This design comes from an exercise in tuning for small area, a short achievable clock period and few clock cycles on the open sky130 flow, not from production work. The RTL was checked by simulation tests, not by an equivalence proof against the original design. Power and IR drop assume default switching activity.

==> design/flow/design.v <==
module bprs_core (
    input  wire        clk,
    input  wire        rst,
    input  wire        h_valid,
    input  wire        h_write,
    input  wire [7:0]  h_addr,
    input  wire [63:0] h_wdata,
    output wire        h_ready,
    output reg  [63:0] h_rdata,
    output reg         m_valid,
    output reg         m_write,
    output reg  [12:0] m_addr,
    output reg  [63:0] m_wdata,
    output reg  [7:0]  m_wstrb,
    input  wire        m_ready,
    input  wire [63:0] m_rdata
);
    localparam [3:0] ST_OK          = 4'd0;
    localparam [3:0] ST_CONFIG      = 4'd1;
    localparam [3:0] ST_SIZE        = 4'd2;
    localparam [3:0] ST_SHORT       = 4'd3;
    localparam [3:0] ST_ALIGN       = 4'd4;
    localparam [3:0] ST_UNSUPPORTED = 4'd5;
    localparam [3:0] ST_ILLEGAL     = 4'd6;
    localparam [3:0] ST_OVERLAP     = 4'd7;
    localparam [3:0] ST_BUS         = 4'd8;
    localparam [3:0] OP_ROTL   = 4'h1;
    localparam [3:0] OP_ROTR   = 4'h2;
    localparam [3:0] OP_SFOLD  = 4'h3;
    localparam [3:0] OP_VROTL  = 4'h4;
    localparam [3:0] OP_VROTR  = 4'h5;
    localparam [3:0] OP_VSFOLD = 4'h6;
    localparam [3:0] OP_VSHL   = 4'h7;
    localparam [3:0] OP_VGMSB  = 4'h8;
    localparam [3:0] OP_BPRSE  = 4'h9;
    localparam [3:0] OP_BPRSD  = 4'hA;
    localparam [3:0] OP_BPRVE  = 4'hB;
    localparam [3:0] OP_BPRVD  = 4'hC;
    localparam [3:0] S_IDLE = 4'd0;    
    localparam [3:0] S_F    = 4'd1;    
    localparam [3:0] S_P    = 4'd2;    
    localparam [3:0] S_PH   = 4'd3;    
    localparam [3:0] S_T1   = 4'd4;    
    localparam [3:0] S_T2   = 4'd5;    
    localparam [3:0] S_T3   = 4'd6;    
    localparam [3:0] S_SL   = 4'd7;    
    localparam [3:0] S_RUN  = 4'd8;    
    localparam [3:0] S_RD   = 4'd9;    
    localparam [3:0] S_W    = 4'd10;   
    reg [63:0]  xr [0:7];
    reg [63:0]  qr [0:7];       
    reg [7:0]   xz;
    reg [7:0]   qz;
    reg [3:0]   status;
    reg [3:0]   state;
    reg [31:0]  cmd;
    reg [3:0]   aq;             
    reg         hrdy;
    assign h_ready = hrdy;
    wire [3:0] op   = cmd[31:28];
    wire [1:0] wsel = cmd[27:26];
    wire       sgn  = cmd[25];
    wire [6:0] pw   = cmd[24:18];
    wire [2:0] rd   = cmd[17:15];
    wire [2:0] rs1  = cmd[14:12];
    wire [2:0] rs2  = cmd[11:9];
    wire [5:0] amt  = cmd[8:3];
    wire [6:0] wbits = 7'd8 << wsel;
    reg [31:0] fmt_mask;
    reg        op_valid;
    always @(*) begin
        op_valid = 1'b1;
        fmt_mask = 32'hFFFFFFFF;
        case (op)
            OP_ROTL, OP_ROTR:              fmt_mask = 32'hF3FC0E07;
            OP_SFOLD:                      fmt_mask = 32'hF1FC0FFF;
            OP_VROTL, OP_VROTR, OP_VSHL:   fmt_mask = 32'hF3FE4E07;
            OP_VSFOLD:                     fmt_mask = 32'hF1FE4FFF;
            OP_VGMSB:                      fmt_mask = 32'hF3FC4FFF;
            OP_BPRSE, OP_BPRSD,
            OP_BPRVE, OP_BPRVD:            fmt_mask = 32'hF00001FF;
            default:                       op_valid = 1'b0;
        endcase
    end
    wire illegal = !op_valid || ((cmd & fmt_mask) != {op, 28'd0});
    wire is_vec_class  = (op >= OP_VROTL && op <= OP_VGMSB) || op == OP_BPRVE || op == OP_BPRVD;
    wire is_transform  = (op >= OP_BPRSE && op <= OP_BPRVD);
    wire is_vtransform = (op == OP_BPRVE || op == OP_BPRVD);
    wire is_enc        = (op == OP_BPRSE || op == OP_BPRVE);
    wire is_vprim      = (op >= OP_VROTL && op <= OP_VGMSB);
    wire uses_amt      = (op == OP_ROTL || op == OP_ROTR || op == OP_VROTL || op == OP_VROTR || op == OP_VSHL);
    wire p_pow2  = (pw != 7'd0) && ((pw & (pw - 7'd1)) == 7'd0);
    wire p_legal = p_pow2 && (pw <= wbits);
    reg [2:0] lp;
    always @(*) begin
        case (pw)
            7'd1:  lp = 3'd0;
            7'd2:  lp = 3'd1;
            7'd4:  lp = 3'd2;
            7'd8:  lp = 3'd3;
            7'd16: lp = 3'd4;
            7'd32: lp = 3'd5;
            default: lp = 3'd6;
        endcase
    end
    wire [2:0] lw = {1'b0, wsel} + 3'd3;
    wire [2:0] lk = lw - lp;
    reg [3:0] st_simple;
    always @(*) begin
        st_simple = ST_OK;
        if (illegal)
            st_simple = ST_ILLEGAL;
        else if (is_vec_class && wsel == 2'd3)
            st_simple = ST_UNSUPPORTED;
        else if (uses_amt && ({1'b0, amt} >= wbits))
            st_simple = ST_CONFIG;
        else if (is_transform && !p_legal)
            st_simple = ST_CONFIG;
    end
    reg [3:0]  sl_cnt;          
    reg [1:0]  sl_pass;         
    reg  [7:0]  xs1h;           
    reg  [7:0]  qs1h;           
    reg         hsel_q;         
    reg  [63:0] xval, qval;
    integer rx;
    always @(*) begin
        xval = 64'd0;
        qval = 64'd0;
        for (rx = 0; rx < 8; rx = rx + 1) begin
            xval = xval | (xr[rx] & {64{xs1h[rx] && !xz[rx]}});
            qval = qval | (qr[rx] & {64{qs1h[rx] && !qz[rx]}});
        end
    end
    wire [63:0] hval = hsel_q ? qval : xval;
    wire [3:0]  hw_op = h_wdata[31:28];
    wire        hw_tr = (hw_op >= OP_BPRSE) && (hw_op <= OP_BPRVD);
    wire        hw_vp = (hw_op >= OP_VROTL) && (hw_op <= OP_VGMSB);
    wire [63:0] hval_c = (h_addr == 8'h88) ? {60'd0, status} : (h_addr == 8'h90) ? 64'd1 : 64'd0;
    wire [5:0]  wm1   = wbits[5:0] - 6'd1;
    wire [5:0]  ramt  = (op == OP_ROTR || op == OP_VROTR) ? ((6'd0 - amt) & wm1) : amt;
    reg  [5:0]  pr_amt;       
    reg  [3:0]  pr_w;         
    reg         pr_vec;       
    wire [63:0] wmask = pr_w[3] ? {64{1'b1}} : pr_w[2] ? 64'h00000000FFFFFFFF :
                        pr_w[1] ? 64'h000000000000FFFF : 64'h00000000000000FF;
    wire [63:0] p_src = pr_vec ? h_rdata : (h_rdata & wmask);
    reg [63:0] rs_st [0:6];
    integer ri, rk;
    always @(*) begin
        rs_st[0] = p_src;
        for (rk = 0; rk < 6; rk = rk + 1) begin
            for (ri = 0; ri < 64; ri = ri + 1) begin
                if (!pr_amt[rk])
                    rs_st[rk+1][ri] = rs_st[rk][ri];
                else
                    rs_st[rk+1][ri] = (pr_w[0] & rs_st[rk][(ri & ~7)  | ((ri - (1 << rk)) & 7)]) |
                                      (pr_w[1] & rs_st[rk][(ri & ~15) | ((ri - (1 << rk)) & 15)]) |
                                      (pr_w[2] & rs_st[rk][(ri & ~31) | ((ri - (1 << rk)) & 31)]) |
                                      (pr_w[3] & rs_st[rk][(ri - (1 << rk)) & 63]);
            end
        end
    end
    wire [63:0] p_rot = rs_st[6];
    reg [63:0] p_shm, p_fold;
    reg [7:0]  p_gm;
    integer fi;
    always @(*) begin
        for (fi = 0; fi < 64; fi = fi + 1) begin
            case (1'b1)
                pr_w[0]: begin
                    p_shm[fi]  = (fi[2:0] >= amt);
                    p_fold[fi] = p_src[fi] ^ (sgn && p_src[fi | 7] && (fi[2:0] != 3'd7));
                end
                pr_w[1]: begin
                    p_shm[fi]  = (fi[3:0] >= amt);
                    p_fold[fi] = p_src[fi] ^ (sgn && p_src[fi | 15] && (fi[3:0] != 4'd15));
                end
                pr_w[2]: begin
                    p_shm[fi]  = (fi[4:0] >= amt);
                    p_fold[fi] = p_src[fi] ^ (sgn && p_src[fi | 31] && (fi[4:0] != 5'd31));
                end
                default: begin
                    p_shm[fi]  = 1'b1;
                    p_fold[fi] = p_src[fi] ^ (sgn && p_src[63] && (fi != 63));
                end
            endcase
        end
        for (fi = 0; fi < 8; fi = fi + 1) begin
            if (pr_w[0])
                p_gm[fi] = p_src[fi*8 + 7];
            else if (pr_w[1])
                p_gm[fi] = (fi < 4) ? p_src[fi*16 + 15] : 1'b0;
            else
                p_gm[fi] = (fi < 2) ? p_src[fi*32 + 31] : 1'b0;
        end
    end
    reg [7:0] gm_lo;
    reg [63:0] p_res;
    always @(*) begin
        case (op)
            OP_SFOLD, OP_VSFOLD: p_res = p_fold;
            OP_VSHL:             p_res = p_rot & p_shm;
            OP_VGMSB:            p_res = (wsel == 2'd0) ? {48'd0, p_gm, gm_lo} :
                                         (wsel == 2'd1) ? {56'd0, p_gm[3:0], gm_lo[3:0]} :
                                                          {60'd0, p_gm[1:0], gm_lo[1:0]};
            default:             p_res = p_rot;
        endcase
    end
    wire [1:0]  lbytes = wsel;
    wire [6:0]  kmask  = (7'd1 << lk) - 7'd1;
    wire [4:0]  lmask  = (5'd16 >> lbytes) - 5'd1;
    wire [66:0] n_b    = {3'd0, h_rdata} << lbytes;       
    reg  [16:0] c_b;          
    reg         c_bbig;       
    reg         c_bnz;        
    reg         c_short, c_size, c_alsrc, c_sbig;
    reg  [16:0] c_src;
    reg  [17:0] c_sb;         
    reg  [17:0] c_smb;        
    reg         c_bus;
    wire [63:0] bmask  = {61'd0, 3'd7} >> (2'd3 - lbytes);
    wire        al_bad = is_vtransform ? (h_rdata[3:0] != 4'd0) : ((h_rdata & bmask) != 64'd0);
    wire        v_big  = (h_rdata[63:17] != 47'd0);
    wire [17:0] d_sb   = {1'b0, h_rdata[16:0]} + {1'b0, c_b};
    wire        d_over = d_sb[17] || (d_sb[16] && d_sb[15:0] != 16'd0);    
    wire [18:0] d_lo   = {2'b00, h_rdata[16:0]} - {c_smb[17], c_smb};         
    wire        ov_fast = (h_rdata[16:0] < c_sb[16:0] || c_sb[17]) && !d_lo[18] && (d_lo != 19'd0);
    reg [3:0] st_t3;
    reg       t3_slow;
    always @(*) begin
        st_t3   = ST_OK;
        t3_slow = 1'b0;
        if (c_short)
            st_t3 = ST_SHORT;
        else if (c_size)
            st_t3 = ST_SIZE;
        else if (c_alsrc || al_bad)
            st_t3 = ST_ALIGN;
        else if (c_bnz && (c_bbig || c_sbig || v_big))
            t3_slow = 1'b1;
        else if (c_bnz && ov_fast)
            st_t3 = ST_OVERLAP;
        else if (c_bus || (c_bnz && d_over))
            st_t3 = ST_BUS;
    end
    reg         sl_c;         
    reg  [7:0]  sl_r;         
    wire [7:0]  sl_a   = (sl_pass == 2'd1) ? 8'd0 : h_rdata[7:0];
    wire [7:0]  sl_b   = (sl_pass == 2'd1) ? h_rdata[7:0] : sl_r;
    wire [8:0]  sl_sum = {1'b0, sl_a} - {1'b0, sl_b} - {8'd0, sl_c};
    reg         e_enc, e_sgn;
    reg  [1:0]  e_ws;         
    reg  [2:0]  e_lp;         
    reg  [6:0]  e_k1h;        
    reg  [6:1]  lb_sn;        
    reg  [15:0] e_dst;
    reg  [16:0] e_sgb;        
    reg  [13:0] e_c;          
    reg  [13:0] e_nwo;        
    reg  [2:0]  e_fsh;        
    reg         e_prime;      
    reg  [2:0]  e_gb;         
    reg  [3:0]  e_endb;       
    reg         e_k1;         
    reg         e_big;        
    reg         e_lm;         
    reg  [6:0]  e_d;          
    reg  [6:0]  e_rt;         
    reg  [7:0]  e_lmask;      
    reg  [2:0]  e_trw;        
    reg  [5:0]  e_k;          
    reg         su_done;      
    reg  [2:0]  e_nlm1;       
    wire [2:0]  e_ad  = e_dst[2:0];
    reg [511:0] lb;           
    reg [63:0]  raw;   reg raw_v;
    reg [4:0]   raw_sh; reg [10:0] raw_mask; reg [2:0] raw_q; reg [2:0] raw_ls;    
    reg [63:0]  carry;
    reg [63:0]  rr;    reg rr_v;
    reg [63:0]  tt;    reg tt_v;
    reg [4:0]   pt_sh; reg [10:0] pt_mask; reg [2:0] pt_q; reg [2:0] pt_ls;    
    reg [12:0]  l_ptr   [0:7];
    reg [2:0]   l_fs    [0:7];
    reg         l_first [0:7];
    reg [6:0]   l_aux   [0:7];    
    reg         l_infl  [0:7];
    reg [3:0]   su_cnt;
    reg [16:0]  su_addr;
    reg [12:0]  s_ptr;
    reg [13:0]  s_left;
    reg         s_havec;
    reg [13:0]  s_made;
    reg [13:0]  cd;               
    reg [7:0]   pend;             
    reg [1:0]   fl_state;         
    reg         e_lastc;
    reg [19:0]  dx;               
    reg [19:0]  dxm;              
    reg         wa_v;
    reg [2:0]   wa_s;
    reg [5:0]   wa_ps;
    reg [15:0]  wa_pa;
    reg         wa_part;
    reg         wa_full;
    reg         wd_v;
    reg [2:0]   wd_s;         
    reg [7:0]   wd_p;         
    reg [3:0]   wd_off;       
    reg [7:0]   wd_strb;
    reg [12:0]  wd_addr;
    reg         rs_act;
    reg         rs_cap;
    reg [5:0]   rs_s;
    reg         rs_part;
    reg [16:0]  rs_pa;
    reg [16:0]  rs_rb;            
    reg [3:0]   rs_cnt;
    reg         rs_wait;
    reg [13:0]  ow;               
    reg         s_lnz;            
    reg         s_mnd;            
    reg         ow_nd;            
    reg         ow_c;             
    reg         ow_last;          
    reg         ow_z;             
    reg         cd_nd;            
    reg         cd_last;          
    reg [511:0] lb_sh;
    integer bi;
    always @(*) begin
        for (bi = 0; bi < 512; bi = bi + 1) begin
            case (1'b1)
                !lb_sn[1]: lb_sh[bi] = ((bi % 256) >= 224) ? tt[(bi / 256) * 32 + (bi % 256) - 224] : lb[(bi + 32) % 512];
                !lb_sn[2]: lb_sh[bi] = ((bi % 128) >= 112) ? tt[(bi / 128) * 16 + (bi % 128) - 112] : lb[(bi + 16) % 512];
                !lb_sn[3]: lb_sh[bi] = ((bi % 64) >= 56)   ? tt[(bi / 64) * 8 + (bi % 64) - 56]     : lb[(bi + 8) % 512];
                !lb_sn[4]: lb_sh[bi] = ((bi % 32) >= 28)   ? tt[(bi / 32) * 4 + (bi % 32) - 28]     : lb[(bi + 4) % 512];
                !lb_sn[5]: lb_sh[bi] = ((bi % 16) >= 14)   ? tt[(bi / 16) * 2 + (bi % 16) - 14]     : lb[(bi + 2) % 512];
                default: lb_sh[bi] = ((bi % 8) >= 7)  ? tt[(bi / 8)] : lb[(bi + 1) % 512];
            endcase
        end
    end
    reg [63:0] ug;
    integer ui;
    always @(*) begin
        for (ui = 0; ui < 64; ui = ui + 1) begin
            case (1'b1)
                e_k1h[1]: ug[ui] = lb[(ui / 32) * 256 + (ui % 32)];
                e_k1h[2]: ug[ui] = lb[(ui / 16) * 128 + (ui % 16)];
                e_k1h[3]: ug[ui] = lb[(ui / 8) * 64 + (ui % 8)];
                e_k1h[4]: ug[ui] = lb[(ui / 4) * 32 + (ui % 4)];
                e_k1h[5]: ug[ui] = lb[(ui / 2) * 16 + (ui % 2)];
                default: ug[ui] = lb[ui * 8];
            endcase
        end
    end
    wire [2:0]  tr_w  = e_trw;
    wire [63:0] tr_in = e_enc ? rr : ug;
    reg  [63:0] tr_out;
    integer ti, tw_i, tp_i;
    always @(*) begin
        tr_out = tr_in;
        for (tw_i = 1; tw_i < 6; tw_i = tw_i + 1) begin
            for (tp_i = 0; tp_i < tw_i; tp_i = tp_i + 1) begin
                if (tr_w == tw_i && e_lp == tp_i) begin
                    for (ti = 0; ti < 64; ti = ti + 1)
                        tr_out[(((ti >> tp_i) & ((1 << (tw_i - tp_i)) - 1)) << (6 - tw_i + tp_i)) |
                               ((ti >> tw_i) << tp_i) | (ti & ((1 << tp_i) - 1))] = tr_in[ti];
                end
            end
        end
    end
    wire [63:0] rv_in;
    reg  [63:0] rv_out;
    integer vi;
    always @(*) begin
        for (vi = 0; vi < 64; vi = vi + 1) begin
            case (e_ws)
                2'd0: rv_out[vi] = rv_in[(vi & ~7)  | (7  - (vi & 7))];
                2'd1: rv_out[vi] = rv_in[(vi & ~15) | (15 - (vi & 15))];
                2'd2: rv_out[vi] = rv_in[(vi & ~31) | (31 - (vi & 31))];
                default: rv_out[vi] = rv_in[63 - vi];
            endcase
        end
    end
    reg  [63:0] rd_rev;
    integer di;
    always @(*) begin
        for (di = 0; di < 64; di = di + 1) begin
            case (e_ws)
                2'd0: rd_rev[di] = m_rdata[(di & ~7)  | (7  - (di & 7))];
                2'd1: rd_rev[di] = m_rdata[(di & ~15) | (15 - (di & 15))];
                2'd2: rd_rev[di] = m_rdata[(di & ~31) | (31 - (di & 31))];
                default: rd_rev[di] = m_rdata[63 - di];
            endcase
        end
    end
    wire [63:0]  fc_in = e_dec ? rd_rev : m_rdata;
    wire [127:0] fc_w  = {fc_in, carry} >> {fn_sh, 3'b000};
    wire [63:0]  fc    = fn_z ? fc_in : fc_w[63:0];
    reg          fn_dec;       
    reg          e_srcp;       
    reg  [2:0]   fn_sh;        
    reg          fn_z;         
    reg          e_dec;        
    wire [63:0]  fn_hi  = rr;
    wire [63:0]  fn_lo  = (fn_z || !rr_v) ? rr : carry;      
    wire [127:0] fn_w   = {fn_hi, fn_lo} >> {fn_sh, 3'b000};
    wire [63:0]  fn_out = fn_w[63:0];
    wire [63:0] f_in   = e_srcp ? raw : tt;
    reg  [63:0] f_out;
    integer gi, gw, gb, gt;
    always @(*) begin
        for (gi = 0; gi < 64; gi = gi + 1) begin
            f_out[gi] = f_in[gi];
            for (gw = 0; gw < 4; gw = gw + 1) begin
                if (e_ws == gw) begin
                    gb = gi & ((8 << gw) - 1);       
                    gt = gi - gb;                     
                    f_out[gi] = (gb == (8 << gw) - 1) ? f_in[gi] :
                                (f_in[gt + (8 << gw) - 2 - gb] ^ (e_sgn & f_in[gt + (8 << gw) - 1]));
                end
            end
        end
    end
    wire [3:0]   x_off = wd_off;
    reg  [63:0]  x_hi;
    reg  [23:0]  x_lo;
    integer xi;
    always @(*) begin
        x_hi = 64'd0;
        x_lo = 24'd0;
        for (xi = 0; xi < 8; xi = xi + 1) begin
            x_hi = x_hi | (lb[xi*64 +: 64] & {64{wd_p[xi]}});
            x_lo = x_lo | (lb[((xi + 7) % 8)*64 + 40 +: 24] & {24{wd_p[xi]}});
        end
    end
    wire [119:0] x_v  = {x_hi, x_lo, x_lo[23:0], x_lo[7:0]};
    wire [119:0] x_w  = x_v >> {x_off, 3'b000};
    wire [63:0]  x_out = x_w[63:0];
    reg  [7:0] sb_in;
    reg  [7:0] sb_rev;
    integer sbi;
    always @(*) begin
        for (sbi = 0; sbi < 8; sbi = sbi + 1) begin
            case (e_ws)
                2'd0: sb_rev[sbi] = sb_in[sbi];
                2'd1: sb_rev[sbi] = sb_in[sbi ^ 1];
                2'd2: sb_rev[sbi] = sb_in[sbi ^ 3];
                default: sb_rev[sbi] = sb_in[sbi ^ 7];
            endcase
        end
    end
    wire [4:0]   ld_sh = raw_sh;
    reg  [87:0]  ld_bus;
    integer lj, lbb;
    always @(*) begin
        for (lj = 0; lj < 11; lj = lj + 1) begin
            ld_bus[lj*8 +: 8] = 8'd0;
            for (lbb = 0; lbb < 8; lbb = lbb + 1)
                if (lj - lbb + 8 == ld_sh)
                    ld_bus[lj*8 +: 8] = raw[lbb*8 +: 8];
        end
    end
    function [7:0] bmask_f;
        input [3:0] lo;
        input [3:0] hi;
        integer k;
        begin
            for (k = 0; k < 8; k = k + 1)
                bmask_f[k] = (k >= lo) && (k < hi);
        end
    endfunction
    function [2:0] ffs8;
        input [7:0] v;
        begin
            ffs8 = v[0] ? 3'd0 : v[1] ? 3'd1 : v[2] ? 3'd2 : v[3] ? 3'd3 :
                   v[4] ? 3'd4 : v[5] ? 3'd5 : v[6] ? 3'd6 : 3'd7;
        end
    endfunction
    reg  run_r;                       
    wire run       = run_r;
    wire port_free = !m_valid || m_ready;
    wire rd_out    = m_valid && !m_write;
    reg  [7:0] l_need, l_ready;           
    reg  [7:0] l_cross, l_flush;
    integer li;
    always @(*) begin
        for (li = 0; li < 8; li = li + 1) begin
            l_cross[li] = e_lmask[li] && ({1'b0, l_aux[li][5:0]} + e_d >= 7'd64);
            l_flush[li] = e_lmask[li] && (l_aux[li][5:3] > e_gb);
        end
    end
    wire [2:0] need_s = ffs8(l_need);
    wire [2:0] pend_s = ffs8(pend);
    wire [2:0]  pc_o   = rs_pa[2:0];
    wire [4:0]  pc_b   = rs_cnt[3] ? e_d[4:0] : {1'b0, e_d[4:1]};        
    wire [2:0]  pc_ts  = e_k1h[4] ? {rs_s[0], 2'b00} :
                         e_k1h[5] ? {rs_s[1:0], 1'b0} : rs_s[2:0];    
    wire [2:0]  pc_p   = e_k1h[4] ? rs_s[3:1] : e_k1h[5] ? rs_s[4:2] : rs_s[5:3];
    wire [4:0]  pc_end = {2'b00, pc_o} + pc_b;
    wire        pc_two = (pc_end > 5'd8);
    wire [3:0]  pc_skip = rs_cnt[3] ? 4'd0 : e_k1h[4] ? 4'd2 : 4'd1;
    wire [3:0]  pc_start = 4'd7 + {1'b0, pc_ts} + pc_skip;             
    reg        want_rd;
    reg [12:0] rd_addr;
    wire       s_lt3 = !((raw_v && rr_v && tt_v) || (raw_v && rr_v && rd_out) ||
                         (raw_v && tt_v && rd_out) || (rr_v && tt_v && rd_out));
    wire       s_lt2 = !((raw_v && rr_v) || (raw_v && rd_out) || (rr_v && rd_out));
    always @(*) begin
        want_rd = 1'b0;
        rd_addr = s_ptr;
        if (run) begin
            if (e_enc || e_k1) begin
                want_rd = s_lnz && (e_k1 ? s_lt2 : s_lt3);
            end else if (e_lm) begin
                want_rd = (l_need != 8'd0);
                rd_addr = l_ptr[need_s];
            end else begin
                want_rd = rs_act && !rs_wait;
                rd_addr = rs_pa[15:3] + {12'd0, rs_part};
            end
        end
    end
    reg  [4:0]  rq_sh;
    reg  [10:0] rq_mask;
    reg  [2:0]  rq_q;
    wire        rq_first = l_first[need_s];
    wire [2:0]  rq_fs    = l_fs[need_s];
    wire [6:0]  rq_vc    = d_cap ? (l_aux[need_s] - e_d) : l_aux[need_s];
    wire [2:0]  rq_vb    = rq_vc[5:3];
    wire [4:0]  pc_lim   = (pc_b > (5'd8 - {2'b00, pc_o})) ? (5'd8 - {2'b00, pc_o}) : pc_b;
    always @(*) begin
        rq_sh   = 5'd8;
        rq_mask = 11'd0;
        rq_q    = 3'd0;
        if (e_lm) begin
            rq_q = e_k1h[1] ? {need_s[0], 2'b00} : e_k1h[2] ? {need_s[1:0], 1'b0} : need_s;
            if (rq_first) begin
                rq_sh   = 5'd8 - {2'b00, rq_fs};
                rq_mask = {3'd0, bmask_f(4'd0, 4'd8 - {1'b0, rq_fs})};
            end else begin
                rq_sh   = 5'd8 + {2'b00, rq_vb};
                rq_mask = {3'd0, 8'hFF} << rq_vb;
            end
        end else begin
            rq_q = pc_p;
            if (!rs_part) begin
                rq_sh   = 5'd8 + {2'b00, pc_ts} - {2'b00, pc_o};
                rq_mask = {3'd0, bmask_f({1'b0, pc_ts}, {1'b0, pc_ts} + pc_lim[3:0])};
            end else begin
                rq_sh   = 5'd16 + {2'b00, pc_ts} - {2'b00, pc_o};
                rq_mask = {3'd0, bmask_f({1'b0, pc_ts} + 4'd8 - {1'b0, pc_o}, {1'b0, pc_ts} + pc_b[3:0])};
            end
        end
    end
    wire wr_wd   = run && e_enc && !e_k1 && wd_v;                  
    wire wr_out  = run && (!e_enc || e_k1) && ow_nd &&
                   (rr_v || (!e_k1 && ow_c));                       
    wire want_wr = wr_wd || wr_out;
    wire wr_sel  = want_wr && (e_enc || !want_rd);
    wire rd_sel  = want_rd && !wr_sel;
    wire wr_go   = port_free && wr_sel;
    wire rd_issue = port_free && rd_sel;
    wire src_path  = run && e_srcp;
    wire e_tt_free;
    wire s_rr_free = !rr_v || (!e_k1 && e_tr_go);
    wire s_raw_c   = src_path && raw_v && e_prime && !s_havec;      
    wire s_chunk   = src_path && raw_v && (!e_prime || s_havec) && s_rr_free;
    wire s_flush   = src_path && !raw_v && !s_lnz && !rd_out && s_mnd;    
    wire dep_ok    = !wd_v && !wa_v && (e_big ? !rs_act : (su_done && (pend == 8'd0) && (fl_state == 2'd0)));
    wire dep_go    = run && e_enc && !e_k1 && tt_v && dep_ok;
    assign e_tt_free = !tt_v || dep_go;
    wire e_tr_go   = run && e_enc && !e_k1 && rr_v && e_tt_free;
    wire d_rr_free = !rr_v;
    wire d_f_go    = run && fn_dec && tt_v && d_rr_free;
    wire d_tt_free = !tt_v || !rr_v;          
    wire d_cap     = run && fn_dec && d_tt_free && cd_nd &&
                     (e_big ? (rs_cap && (rs_cnt != 4'd0)) : (su_done && (l_ready == 8'hFF)));
    wire       wd_take = wr_go && wr_wd;
    wire       wd_free = !wd_v || wd_take;
    wire       wb_load = wa_v && wd_free;
    wire       wa_free = !wa_v || wb_load;
    wire       wa_load_l = run && e_enc && e_lm && (pend != 8'd0) && wa_free;
    wire       wa_load_p = run && e_enc && e_big && rs_act && wa_free;
    wire [2:0]  qc_o    = wa_pa[2:0];
    wire [4:0]  qc_b    = wa_full ? e_d[4:0] : {1'b0, e_d[4:1]};
    wire [2:0]  qc_ts   = e_k1h[4] ? {wa_ps[0], 2'b00} : e_k1h[5] ? {wa_ps[1:0], 1'b0} : wa_ps[2:0];
    wire [2:0]  qc_p    = e_k1h[4] ? wa_ps[3:1] : e_k1h[5] ? wa_ps[4:2] : wa_ps[5:3];
    wire [4:0]  qc_end  = {2'b00, qc_o} + qc_b;
    wire        qc_two  = (qc_end > 5'd8);
    wire [3:0]  qc_skip = wa_full ? 4'd0 : e_k1h[4] ? 4'd2 : 4'd1;
    wire [3:0]  qc_start = 4'd7 + {1'b0, qc_ts} + qc_skip;
    wire [2:0] nd_mpb = l_aux[wa_s][5:3];
    wire [3:0] nd_lo  = l_first[wa_s] ? {1'b0, l_fs[wa_s]} : 4'd0;
    wire [3:0] nd_hi  = (fl_state == 2'd1) ? ({1'b0, nd_mpb} - {1'b0, e_gb}) :
                        (e_lastc && (nd_mpb < e_gb)) ? (4'd8 - ({1'b0, e_gb} - {1'b0, nd_mpb})) : 4'd8;
    reg  [2:0] nd_p;
    reg  [3:0] nd_off;
    reg  [7:0] nd_strb;
    reg [12:0] nd_addr;
    always @(*) begin
        if (!e_big) begin
            nd_p    = e_k1h[1] ? {wa_s[0], 2'b11} : e_k1h[2] ? {wa_s[1:0], 1'b1} : wa_s;
            nd_off  = (fl_state == 2'd1) ? (4'd15 - {1'b0, nd_mpb}) : (4'd7 - {1'b0, nd_mpb});
            sb_in   = bmask_f(nd_lo, nd_hi);
            nd_addr = l_ptr[wa_s];
        end else begin
            nd_p    = qc_p;
            nd_off  = wa_part ? (qc_start + 4'd8 - {1'b0, qc_o}) : (qc_start - {1'b0, qc_o});
            sb_in   = wa_part ? bmask_f(4'd0, qc_end[3:0] - 4'd8) :
                                bmask_f({1'b0, qc_o}, qc_two ? 4'd8 : qc_end[3:0]);
            nd_addr = wa_pa[15:3] + {12'd0, wa_part};
        end
        nd_strb = sb_rev;
    end
    assign rv_in = e_k1 ? rr : x_out;
    wire       ld_go   = run && fn_dec && raw_v;
    wire [2:0] ld_ls   = raw_ls;
    wire [10:0] ld_mask = raw_mask;
    wire [2:0] ld_q    = raw_q;
    reg  [6:0]  la_nx [0:7];
    reg  [7:0]  inf_nx;
    reg  [7:0]  set_nx;
    reg  [19:0] dx_nx;
    wire [19:0] dx0 = {c_b, 3'b000} >> lk;
    integer ln;
    always @(*) begin
        dx_nx = dx;
        if (d_cap && e_lm)
            dx_nx = dxm;
        for (ln = 0; ln < 8; ln = ln + 1) begin
            la_nx[ln]  = l_aux[ln];
            inf_nx[ln] = l_infl[ln];
            set_nx[ln] = (su_cnt > ln) || (su_cnt == ln && run && e_lm && !su_done);
            if (run && e_lm && !su_done && su_cnt == ln)
                la_nx[ln] = e_enc ? {1'b0, su_addr[2:0], 3'b000} : 7'd0;
            else if (dep_go && e_lm)
                la_nx[ln] = {1'b0, l_aux[ln][5:0] + e_d[5:0]};
            else if (ld_go && e_lm && ld_ls == ln)
                la_nx[ln] = l_aux[ln] + (l_first[ln] ? (7'd64 - {1'b0, l_fs[ln], 3'b000}) : 7'd64);
            else if (d_cap && e_lm)
                la_nx[ln] = (l_aux[ln] >= e_d) ? (l_aux[ln] - e_d) : 7'd0;
            if (state == S_T3)
                inf_nx[ln] = 1'b0;
            if (rd_issue && fn_dec && e_lm && need_s == ln)
                inf_nx[ln] = 1'b1;
            if (ld_go && e_lm && ld_ls == ln)
                inf_nx[ln] = 1'b0;
        end
    end
    reg [511:0] lb_nx;
    integer pi, pj;
    always @(*) begin
        lb_nx = lb;
        if (dep_go || d_cap)
            lb_nx = lb_sh;
        else if (ld_go) begin
            for (pi = 0; pi < 8; pi = pi + 1)
                for (pj = 0; pj < 8; pj = pj + 1) begin
                    if (ld_q == pi && ld_mask[pj])
                        lb_nx[pi*64 + pj*8 +: 8] = ld_bus[pj*8 +: 8];
                    else if (pj < 3 && ld_q + 3'd1 == pi && ld_mask[8 + pj])
                        lb_nx[pi*64 + pj*8 +: 8] = ld_bus[64 + pj*8 +: 8];
                end
        end
    end
    wire [7:0]  ow_strb = bmask_f(ow_z ? {1'b0, e_ad} : 4'd0, ow_last ? e_endb : 4'd8);
    wire e_fin = run && !want_rd && !want_wr && !wd_v && !wa_v && (pend == 8'd0) && !rs_act &&
                 ((e_enc && !e_k1) ? (e_big ? (!cd_nd && !rs_act) : (fl_state == 2'd2))
                                   : !ow_nd) && port_free;
    reg  [7:0]  hwx, hwq;
    reg  [7:0]  xw_en, qw_en;
    reg  [63:0] w_data;
    always @(*) begin
        xw_en  = 8'd0;
        qw_en  = 8'd0;
        w_data = carry;                
        if (state == S_IDLE) begin
            w_data = h_wdata;
            xw_en  = hwx;
            qw_en  = hwq;
        end else if (state == S_PH) begin
            if (op != OP_VGMSB)
                qw_en[{rd[1:0], 1'b0}] = 1'b1;
        end else if (state == S_W) begin
            if (!is_vprim || op == OP_VGMSB)
                xw_en[rd] = 1'b1;
            else
                qw_en[{rd[1:0], 1'b1}] = 1'b1;
        end
    end
    integer i;
    always @(posedge clk) begin
        for (i = 0; i < 8; i = i + 1) begin
            if (xw_en[i]) xr[i] <= w_data;
            if (qw_en[i]) qr[i] <= w_data;
        end
    end
    always @(posedge clk) begin
        if (rst) begin
            state   <= S_IDLE;
            hrdy    <= 1'b0;
            status  <= ST_OK;
            xz      <= 8'hFF;
            qz      <= 8'hFF;
            hwx     <= 8'd0;
            hwq     <= 8'd0;
            run_r   <= 1'b0;
            m_valid <= 1'b0;
            m_write <= 1'b0;
            raw_v   <= 1'b0;
            rr_v    <= 1'b0;
            tt_v    <= 1'b0;
            wd_v    <= 1'b0;
            wa_v    <= 1'b0;
        end else begin
            xz <= xz & ~xw_en;
            qz <= qz & ~qw_en;
            hwx <= (state == S_IDLE && !hrdy && h_valid && h_write && h_addr[7:6] == 2'b00) ? (8'd1 << h_addr[5:3]) : 8'd0;
            hwq <= (state == S_IDLE && !hrdy && h_valid && h_write && h_addr[7:6] == 2'b01) ? (8'd1 << h_addr[5:3]) : 8'd0;
            case (state)
                S_IDLE: begin
                    if (!hrdy)
                        h_rdata <= hval_c;    
                    cmd    <= h_wdata[31:0];
                    xs1h   <= 8'd1 << (h_addr[7] ? (hw_tr ? h_wdata[11:9] : h_wdata[14:12]) : h_addr[5:3]);
                    qs1h   <= 8'd1 << (h_addr[7] ? {h_wdata[13:12], 1'b0} : h_addr[5:3]);
                    hsel_q <= h_addr[7] ? hw_vp : h_addr[6];
                    if (hrdy) begin
                        hrdy <= 1'b0;
                    end else if (h_valid) begin
                        if (h_write && h_addr == 8'h80) begin
                            state  <= S_F;
                            run_r  <= 1'b0;
                        end else if (!h_write && h_addr < 8'h80) begin
                            state  <= S_RD;
                        end else begin
                            hrdy <= 1'b1;
                        end
                    end
                end
                S_F: begin
                    h_rdata <= hval;
                    xs1h    <= 8'd1 << rs1;
                    qs1h    <= 8'd1 << {rs1[1:0], 1'b1};
                    pr_amt  <= ramt;
                    pr_w    <= 4'd1 << wsel;
                    pr_vec  <= is_vprim;
                    if (st_simple != ST_OK) begin
                        status <= st_simple;
                        hrdy   <= 1'b1;
                        state  <= S_IDLE;
                    end else if (is_transform)
                        state <= S_T1;
                    else
                        state <= S_P;
                end
                S_P: begin
                    carry <= p_res;
                    if (is_vprim) begin
                        gm_lo   <= p_gm;
                        h_rdata <= hval;           
                        state   <= S_PH;
                    end else
                        state   <= S_W;
                end
                S_PH: begin
                    carry <= p_res;
                    state <= S_W;
                end
                S_W: begin
                    status <= ST_OK;
                    hrdy   <= 1'b1;
                    state  <= S_IDLE;
                end
                S_T1: begin
                    c_b     <= n_b[16:0];
                    c_bbig  <= (n_b[66:17] != 50'd0);
                    c_bnz   <= (h_rdata != 64'd0);
                    c_short <= is_vtransform && (n_b < 67'd16);
                    c_size  <= ((h_rdata[6:0] & kmask) != 7'd0) ||
                               (is_vtransform && ((h_rdata[4:0] & lmask) != 5'd0));
                    h_rdata <= hval;               
                    hsel_q  <= 1'b0;
                    xs1h    <= 8'd1 << rd;
                    state   <= S_T2;
                end
                S_T2: begin
                    c_src   <= h_rdata[16:0];
                    c_sbig  <= v_big;
                    c_alsrc <= al_bad;
                    c_sb    <= d_sb;
                    c_smb   <= {1'b0, h_rdata[16:0]} - {1'b0, c_b};
                    c_bus   <= c_bnz && (c_bbig || v_big || d_over);
                    h_rdata <= hval;               
                    state   <= S_T3;
                end
                S_T3: begin
                    xs1h    <= 8'd1 << rs1;
                    sl_cnt  <= 4'd0;
                    sl_pass <= 2'd0;
                    sl_c    <= 1'b0;
                    if (t3_slow)
                        state <= S_SL;
                    else begin
                        status <= st_t3;
                        if (st_t3 != ST_OK || !c_bnz) begin
                            hrdy  <= 1'b1;
                            state <= S_IDLE;
                        end else
                            begin state <= S_RUN; run_r <= 1'b1; end
                    end
                end
                S_SL: begin
                    sl_cnt <= sl_cnt + 4'd1;
                    sl_r   <= xval[sl_cnt[2:0]*8 +: 8];
                    if (sl_pass == 2'd3) begin
                        h_rdata <= h_rdata >> lbytes;
                        sl_pass <= 2'd2;
                        sl_cnt  <= 4'd0;
                    end else if (sl_pass == 2'd1 || sl_cnt != 4'd0) begin
                        h_rdata <= {sl_sum[7:0], h_rdata[63:8]};
                        sl_c    <= sl_sum[8];
                        if (sl_cnt == ((sl_pass == 2'd1) ? 4'd7 : 4'd8)) begin
                            sl_cnt <= 4'd0;
                            sl_c   <= 1'b0;
                            xs1h <= 8'd1 << rs2;
                            if (sl_pass == 2'd0)
                                sl_pass <= sl_sum[8] ? 2'd1 : 2'd3;
                            else if (sl_pass == 2'd1)
                                sl_pass <= 2'd3;
                            else begin
                                status <= sl_sum[8] ? ST_OVERLAP : ST_BUS;
                                hrdy   <= 1'b1;
                                state  <= S_IDLE;
                            end
                        end
                    end
                end
                S_RD: begin
                    h_rdata <= hval;
                    hrdy    <= 1'b1;
                    state   <= S_IDLE;
                end
                S_RUN: begin
                    if (e_fin) begin
                        hrdy  <= 1'b1;
                        state <= S_IDLE;
                        run_r <= 1'b0;
                    end
                end
                default: state <= S_IDLE;
            endcase
            if (state == S_T3) begin
                e_enc   <= is_enc;
                e_sgn   <= sgn;
                e_ws    <= wsel;
                e_lp    <= lp;
                e_k1h   <= 7'd1 << lk;
                lb_sn   <= ~(6'd1 << (lk - 3'd1));
                e_dst   <= h_rdata[15:0];
                e_sgb   <= c_b >> lk;
                e_c     <= (c_b + 17'd7) >> 3;
                e_nwo   <= ({14'd0, h_rdata[2:0]} + c_b + 17'd7) >> 3;
                e_fsh   <= (lk == 3'd0) ? (c_src[2:0] - h_rdata[2:0]) : c_src[2:0];
                e_prime <= (lk == 3'd0) ? (c_src[2:0] > h_rdata[2:0]) : (c_src[2:0] != 3'd0);
                e_endb  <= (((h_rdata[2:0] + c_b[2:0]) & 3'd7) == 3'd0) ? 4'd8 : {1'b0, (h_rdata[2:0] + c_b[2:0]) & 3'd7};
                e_gb    <= ((3'd0 - c_b[2:0]) & 3'd7) >> lk;
                s_ptr   <= c_src[15:3];
                s_left  <= ({14'd0, c_src[2:0]} + c_b + 17'd7) >> 3;
                s_havec <= 1'b0;
                s_made  <= 14'd0;
                cd      <= 14'd0;
                pend    <= 8'd0;
                fl_state <= 2'd0;
                e_lastc <= 1'b0;
                su_cnt  <= 4'd0;
                su_addr <= is_enc ? {1'b0, h_rdata[15:0]} : c_src;
                rs_act  <= !is_enc && lk[2];
                rs_cap  <= 1'b0;
                rs_s    <= 6'd0;
                rs_part <= 1'b0;
                rs_pa   <= c_src;
                rs_rb   <= is_enc ? {1'b0, h_rdata[15:0]} : c_src;
                rs_cnt  <= (is_enc || (((c_b + 17'd7) >> 3) >= 17'd8)) ? 4'd8 : ((c_b + 17'd7) >> 3);
                rs_wait <= 1'b0;
                ow      <= 14'd0;
                s_lnz   <= 1'b1;
                s_mnd   <= 1'b1;
                ow_nd   <= 1'b1;
                ow_c    <= 1'b0;
                ow_last <= ((({14'd0, h_rdata[2:0]} + c_b + 17'd7) >> 3) == 17'd1);
                ow_z    <= 1'b1;
                cd_nd   <= 1'b1;
                cd_last <= (((c_b + 17'd7) >> 3) == 17'd1);
                e_k1    <= (lk == 3'd0);
                fn_dec  <= !is_enc && (lk != 3'd0);
                e_srcp  <= is_enc || (lk == 3'd0);
                e_dec   <= !is_enc;
                fn_sh   <= (lk == 3'd0) ? (c_src[2:0] - h_rdata[2:0]) : is_enc ? c_src[2:0] : (3'd0 - h_rdata[2:0]);
                fn_z    <= ((lk == 3'd0) ? (c_src[2:0] - h_rdata[2:0]) : is_enc ? c_src[2:0] : (3'd0 - h_rdata[2:0])) == 3'd0;
                e_big   <= lk[2];
                e_lm    <= (lk != 3'd0) && !lk[2];
                e_d     <= 7'd64 >> lk;
                e_rt    <= (lk == 3'd3) ? 7'd8 : 7'd32;
                e_lmask <= (lk == 3'd1) ? 8'h03 : (lk == 3'd2) ? 8'h0F : (lk == 3'd3) ? 8'hFF : 8'h00;
                e_nlm1  <= (lk == 3'd1) ? 3'd1 : (lk == 3'd2) ? 3'd3 : 3'd7;
                e_trw   <= is_enc ? lw : (3'd6 - lk);
                e_k     <= (lk == 3'd4) ? 6'd15 : (lk == 3'd5) ? 6'd31 : 6'd63;
                su_done <= 1'b0;
            end
            if (run && e_lm && !su_done) begin
                for (i = 0; i < 8; i = i + 1)
                    if (su_cnt == i) begin
                        l_ptr[i]   <= su_addr[15:3];
                        l_fs[i]    <= su_addr[2:0];
                        l_first[i] <= 1'b1;
                    end
                su_addr <= su_addr + e_sgb;
                su_cnt  <= su_cnt + 4'd1;
                su_done <= (su_cnt[2:0] == e_nlm1);
            end
            for (i = 0; i < 8; i = i + 1) begin
                l_aux[i]  <= la_nx[i];
                l_infl[i] <= inf_nx[i];
                l_need[i] <= run && !e_enc && e_lm && e_lmask[i] && set_nx[i] && !inf_nx[i] &&
                             (la_nx[i] < e_rt) && ((dx_nx[19:7] != 13'd0) || (la_nx[i] < dx_nx[6:0]));
                l_ready[i] <= !e_lmask[i] || (set_nx[i] && !inf_nx[i] &&
                              ((la_nx[i] >= e_d) || ((dx_nx[19:7] == 13'd0) && (la_nx[i] >= dx_nx[6:0]))));
            end
            dx <= (state == S_T3) ? dx0 : dx_nx;
            if (state == S_T3)
                dxm <= (dx0 > ({13'd0, 7'd64} >> lk)) ? (dx0 - ({13'd0, 7'd64} >> lk)) : 20'd0;
            else if (d_cap && e_lm)
                dxm <= (dxm > {13'd0, e_d}) ? (dxm - {13'd0, e_d}) : 20'd0;
            if (port_free) begin
                if (wr_go) begin
                    m_valid <= 1'b1;
                    m_write <= 1'b1;
                    if (wr_wd) begin
                        m_addr  <= wd_addr;
                        m_wdata <= rv_out;
                        m_wstrb <= wd_strb;
                    end else begin
                        m_addr  <= e_dst[15:3] + ow[12:0];
                        m_wdata <= e_k1 ? (e_enc ? rv_out : rr) : fn_out;
                        m_wstrb <= ow_strb;
                    end
                end else if (rd_issue) begin
                    m_valid <= 1'b1;
                    m_write <= 1'b0;
                    m_addr  <= rd_addr;
                    pt_sh   <= rq_sh;
                    pt_mask <= rq_mask;
                    pt_q    <= rq_q;
                    pt_ls   <= need_s;
                end else begin
                    m_valid <= 1'b0;
                end
            end
            if (m_valid && m_ready && !m_write) begin
                raw      <= e_srcp ? fc : fc_in;
                if (e_srcp)
                    carry <= fc_in;
                raw_sh   <= pt_sh;
                raw_mask <= pt_mask;
                raw_q    <= pt_q;
                raw_ls   <= pt_ls;
            end
            if (rd_issue && e_srcp) begin
                s_ptr  <= s_ptr + 13'd1;
                s_left <= s_left - 14'd1;
                s_lnz  <= (s_left != 14'd1);
            end
            if (s_raw_c)
                s_havec <= 1'b1;
            if (s_flush)
                raw <= fc;
            if (s_chunk) begin
                rr     <= f_out;
                s_made <= s_made + 14'd1;
                s_mnd  <= (s_made + 14'd1 != (e_k1 ? e_nwo : e_c));
            end
            if (e_tr_go || d_cap)
                tt <= tr_out;
            lb <= lb_nx;
            if (dep_go || d_cap) begin
                cd      <= cd + 14'd1;
                cd_nd   <= !cd_last;
                cd_last <= (cd + 14'd2 == e_c);
            end
            if (dep_go) begin
                if (e_lm) begin
                    pend <= l_cross;
                    if (cd_last)
                        e_lastc <= 1'b1;
                end else begin
                    if (rs_cnt == 4'd1 || cd_last) begin
                        rs_act  <= 1'b1;
                        rs_s    <= 6'd0;
                        rs_part <= 1'b0;
                        rs_pa   <= rs_rb;
                        rs_cnt  <= 4'd8 - rs_cnt + 4'd1;
                    end else
                        rs_cnt <= rs_cnt - 4'd1;
                end
            end
            if (wa_load_l || wa_load_p) begin
                wa_v    <= 1'b1;
                wa_s    <= pend_s;
                wa_ps   <= rs_s;
                wa_pa   <= rs_pa[15:0];
                wa_part <= rs_part;
                wa_full <= rs_cnt[3];
            end else if (wb_load)
                wa_v <= 1'b0;
            if (wa_load_l)
                pend[pend_s] <= 1'b0;
            if (wb_load) begin
                wd_v    <= 1'b1;
                wd_s    <= wa_s;
                wd_p    <= 8'd1 << nd_p;
                wd_off  <= nd_off;
                wd_strb <= nd_strb;
                wd_addr <= nd_addr;
            end else if (wd_take)
                wd_v <= 1'b0;
            if (wd_take && e_lm) begin
                for (i = 0; i < 8; i = i + 1)
                    if (wd_s == i) begin
                        l_ptr[i]   <= wd_addr + 13'd1;
                        l_first[i] <= 1'b0;
                    end
            end
            if (run && e_enc && e_lm && e_lastc && pend == 8'd0 && !wa_v && !wd_v && fl_state == 2'd0) begin
                fl_state <= 2'd1;
                pend     <= l_flush;
            end else if (run && e_enc && e_lm && fl_state == 2'd1 && pend == 8'd0 && !wa_v && !wd_v) begin
                fl_state <= 2'd2;
            end
            if (wa_load_p) begin
                if (!rs_part && pc_two)
                    rs_part <= 1'b1;
                else begin
                    rs_part <= 1'b0;
                    rs_s    <= rs_s + 6'd1;
                    rs_pa   <= rs_pa + e_sgb;
                    if (rs_s == e_k) begin
                        rs_act <= 1'b0;
                        rs_rb  <= rs_rb + {10'd0, e_d};
                        rs_cnt <= 4'd8;
                    end
                end
            end
            if (rd_issue && fn_dec) begin
                if (e_lm) begin
                    for (i = 0; i < 8; i = i + 1)
                        if (need_s == i) begin
                            l_ptr[i]  <= l_ptr[i] + 13'd1;
                        end
                end else begin
                    if (!rs_part && pc_two)
                        rs_part <= 1'b1;
                    else begin
                        rs_part <= 1'b0;
                        rs_s    <= rs_s + 6'd1;
                        rs_pa   <= rs_pa + e_sgb;
                        if (rs_s == e_k)
                            rs_wait <= 1'b1;
                    end
                end
            end
            if (ld_go && e_lm) begin
                for (i = 0; i < 8; i = i + 1)
                    if (ld_ls == i) begin
                        l_first[i] <= 1'b0;
                    end
            end
            if (run && fn_dec && e_big && rs_wait && !rd_out && !raw_v) begin
                rs_wait <= 1'b0;
                rs_act  <= 1'b0;
                rs_cap  <= 1'b1;
            end
            if (d_cap) begin
                if (e_lm) begin
                end else begin
                    rs_cnt <= rs_cnt - 4'd1;
                    if (rs_cnt == 4'd1) begin
                        rs_cap <= 1'b0;
                        rs_rb  <= rs_rb + {10'd0, e_d};
                        if (!cd_last) begin
                            rs_act  <= 1'b1;
                            rs_s    <= 6'd0;
                            rs_part <= 1'b0;
                            rs_pa   <= rs_rb + {10'd0, e_d};
                            rs_cnt  <= ((e_c - cd - 14'd1) >= 14'd8) ? 4'd8 : (e_c[3:0] - cd[3:0] - 4'd1);
                        end
                    end
                end
            end
            if (d_f_go) begin
                rr    <= f_out;
                carry <= rr;
            end
            if (wr_go && wr_out) begin
                ow      <= ow + 14'd1;
                ow_nd   <= (ow + 14'd1 != e_nwo);
                ow_c    <= (ow + 14'd1 == e_c);
                ow_last <= (ow + 14'd2 == e_nwo);
                ow_z    <= 1'b0;
            end
            raw_v <= (m_valid && m_ready && !m_write) || s_flush ||
                     (raw_v && !(s_raw_c || s_chunk || ld_go));
            rr_v  <= (s_chunk || d_f_go) ||
                     (rr_v && !(e_tr_go || (wr_go && wr_out)));
            tt_v  <= (e_tr_go || d_cap) || (tt_v && !(dep_go || d_f_go));
        end
    end
endmodule
==> design/flow/run.sh <==
#!/bin/bash
# synth_recipe.tcl (not shown) runs the flow's synth.tcl, then flattens the netlist and writes it again
# the make line also repeats each setting of config.mk as NAME=value (left out here)
make -C /OpenROAD-flow-scripts/flow DESIGN_CONFIG=/design/flow/config.mk WORK_HOME=/design/flow/orfs CLKGATE_MAP_FILE= SYNTH_SCRIPT=/design/flow/synth_recipe.tcl finish
==> design/flow/config.mk <==
export PLATFORM = sky130hd
export DESIGN_NAME = bprs_core
export DESIGN_NICKNAME = bprs_core
export VERILOG_FILES = /design/flow/design.v
export SDC_FILE = /design/flow/constraint.sdc
export NUM_CORES = 8
export LEC_CHECK = 0
export CAP_MARGIN = 40
export CORE_MARGIN = 2
export CORE_UTILIZATION = 40
export PLACE_DENSITY = 0.55
export SLEW_MARGIN = 40
==> design/flow/constraint.sdc <==
create_clock -name core_clock -period 14.0 [get_ports {clk}]
set_input_delay 2.8000 -clock core_clock [delete_from_list [all_inputs] [get_ports {clk}]]
set_output_delay 2.8000 -clock core_clock [all_outputs]
set_load 0.01 [all_outputs]
==> impl_metrics.ini <==
[timing]
finClkSkew_ns = 0.177
rsz0062_at_grt = no
tightest_slew_ns = 1.12
whs_ns = 0.408
max_freq_ghz = 0.158
setup-violations-final = 0
drv_slew = 0
hold_viol = 0
final.setup.tns_ns = 0
period_minus_slack_ns = 6.34
max-slew-margin-rel_pct = 25.5
post-route-period-util_pct = 45.3

[global_routing]
grt_usage_pct = 49.4
grt_start_max_net_pins = 205
grt_pass1_vias = 194000
grt_overflow = 0
grt_pass1_wl_um = 1830000
antenna_found_initial = 219

[placed_design]
hpwlAfterDp_um = 985000
portBuffers = 292
gp_congestion = 1.13

[setup_path]
cp-endpoint = dxm[0]
required_ns = 14.70
end_kind = flip-flop
reg2reg_depth = 18
crit_path_start_kind = flip-flop
cp-startpoint = cmd[18]
cp_data_arrival_time_ns = 7.04
r2r_end = dxm[0]
r2r_slack_ns = 7.66
crit_type = reg2reg
r2r-start = cmd[18]
cp_max_fo = 25

[logic_synthesis]
synthArstFlopShare_pct = 0
netlist_top_cells_count = edfxtp_1, nand2_1, nor2_1, a21oi_1, mux2i_1
ys_types = 109
synth_seq_area_share_pct = 38.9
synth_edf_count = 2725
yosysMostFrequentCell = edfxtp_1
yosys_warnings = 90
synth.area.top_cells = edfxtp_1, mux2i_1, a21oi_1, nand2_1, o21ai_0
synth_area_mm2 = 0.213
synth.top_cell.area_share_pct = 38.4
syn_nets = 24000
syn_inst = 23200
ys_ff_latch = 2781
synth_top_flop_cell = edfxtp_1
synth_top_cell_by_area = edfxtp_1
syn_area_per_cell_um2 = 9.18

[route]
maxUsedRoutingLayer = met5
vias = 220000
first_pass_iters = 10
wl_um = 1380000
wl_met3_um = 180000
antenna_left = 0
drc = 0
routedWlPerCell_um = 45.2
avgViaCountPerCell = 7.21
drt_iter0_markers = 37700
wl_met2_um = 561000
routedLengthMet1_um = 482000

[clock_tree]
ctsLongestPathBuffers = 4
root_buffer = clkbuf_16
htree_levels = 5
ctsResizeCount = 0
numCtsBuffers = 341
ctsHoldBuffers = 0
clock-sinks = 2781
cts_tree = yes
clk_pin_slew_ns = 0.07
postCtsSetupBuffers = 0
clk_latency_ns = 1.12

[finish]
nets = 23600
area_delta_synth_final_pct = 13.1
drive_above_1_share_pct = 11.4
n_fill_cell = 51400
postLayoutCoreUtil_pct = 45.4

[floorplan]
core.rowCount = 268
pin_count = 293
dieArea_mm2 = 0.539
start_util_pct = 40.1
die_h_um = 734
core_mm2 = 0.532
dieWidth_um = 734

[status]
outcome = complete, no violations

[power]
p_per_area_mw_per_mm2 = 105
ir_drop_v = 0.000135
p_leak_nw = 88.7

[run]
maxCapViolCount = 0

[worst_hold_path]
holdCritPathClass = reg2reg
-- cells by family (layout without fill, tap and decap cells) --
kind of cell	Yosys count	after routing	share of synthesized area, %
DFF	2781	2781	38.9
AOI/OAI and AO/OA	7488	7488	22.5
adders and majority gates	626	626	3.84
buffers and inverters	2707	2631	4.84
other	0	289	0
muxes	2484	2484	13.5
and+or+nand+nor	6383	6383	13.3
xor gates and xnor gates	768	768	3.16
-- layout by cell type (no fill, tap or decap), types with 132 or more instances in the layout --
master	instances
nand2_1	2291
a21oi_1	2127
a31oi_1	149
nor3_1	209
o22ai_1	256
and3_1	136
buf_4	1005
clkdlybuf4s50_1	291
ha_1	568
clkbuf_16	343
nor2b_1	149
o21ai_0	1653
xor2_1	271
xnor2_1	484
o211ai_1	242
a211oi_1	282
nand2b_1	132
a22o_1	148
inv_1	468
diode_2	289
nand4_1	175
nor2_1	2126
mux4_2	295
edfxtp_1	2725
a22oi_1	1065
mux2_2	158
mux2i_1	2012
a221oi_1	242
nand3_1	484
-- where the power goes --
group / internal, mW / switching, mW / total, mW
clock network: 5.25 / 4.11 / 9.35
logic: 1.68 / 4.08 / 5.77
registers: 9.82 / 0.339 / 10.2
-- state kept, by name (all words and copies together) (netlist names), 17 cells and up --
name and cells:
cmd 32, dxm 20, carry 64, raw 64, rr 64, c_b 17
m_wdata 64, lb 512, l_aux 56, l_ptr 104, qr 512, c_smb 18
dx 20, tt 64, xr 512, l_fs 24, c_sb 17, h_rdata 64
-- worst min path at each step --
stage | to | startpoint | depth (start not counted) | slack [ns]
5_1_grt | raw_sh[2] | pt_sh[2] | 0 | 0.41
4_1_cts | raw_sh[0] | pt_sh[0] | 0 | 0.41
3_5_place_dp | raw_mask[0] | pt_mask[0] | 0 | 0.40
3_3_place_gp | raw_mask[5] | pt_mask[5] | 0 | 0.40
2_1_floorplan | raw_ls[0] | pt_ls[0] | 0 | 0.40
6_report | raw_sh[0] | pt_sh[0] | 0 | 0.41
-- final cells by class --
cell class,instances,area [µm²],share of cell area [%]
clock inverter,200,2340,0.970
clock buffer,424,8960,3.71
timing repair buffer,1514,13400,5.56
multi-input combinational,17700,122000,50.6
inverter,493,1870,0.777
tap,7020,8780,3.64
sequential,2781,83000,34.4
antenna,289,723,0.300
-- metal layers --
layer	track usage, %	up-vias
met5	0.697	-
li1	-	87600
met1	58.0	108000
met4	44.4	74
met3	20.1	5429
met2	69.0	18700
-- through the flow --
step                      total power, mW  cells  setup slack [ns]  area, µm²
final                                25.3  30500              7.66     241000
after global routing                 25.7  30200              7.20     241000
after CTS                            24.9  30100              7.75     239000
after detailed placement             15.8  29500              7.48     228000
after global placement               15.7  29400              7.27     226000
after floorplan                      13.3  23200             0.778     213000
-- critical path, cell delays in order (launching register included) --
cell,delay (ns)
edfxtp_1,0.50
inv_1,0.12
or4_1,0.52
a2111o_1,0.46
inv_1,0.12
fa_2,0.65
inv_1,0.49
ha_1,0.35
nand2_1,0.18
ha_1,0.38
nor2b_1,0.14
o21ai_0,0.26
a21boi_0,0.19
o21ai_0,0.17
nand2b_1,0.11
a211oi_1,0.46
o2111ai_1,0.18
nand2_1,0.54
o22ai_1,0.18
Testbench counts, summed over its fixed seeds: cycles 30,505.

-- afterwards: timing with drivers on the ports --
The results above use ideal ports. As a check the final layout listed here was re-extracted and re-timed, cells and wires unchanged.
Step 1 sets driving cells, clkbuf_16 on the clock port and buf_2 on the other inputs (assumed; they add their load-dependent delay and slew).
Step 2, shift: input delay + t, output delay - t, t = (earliest + latest rising clock arrival at the registers) / 2. This alone moves slack from input paths to output paths.
a / b / c = ideal ports / drivers / drivers and shift; a / b = the first two.
t, ns: 1.177
setup WS [ns]: 7.664 / 7.664 / 7.358
worst setup path after step 2: input to register
worst data-port slew with drivers (ns): 0.14
pins driven straight from the clock port: 1
After both steps setup and hold are still met in this run. For this run, drivers alone change the setup slack by 0.000 ns; drivers and shift together by -0.306 ns.
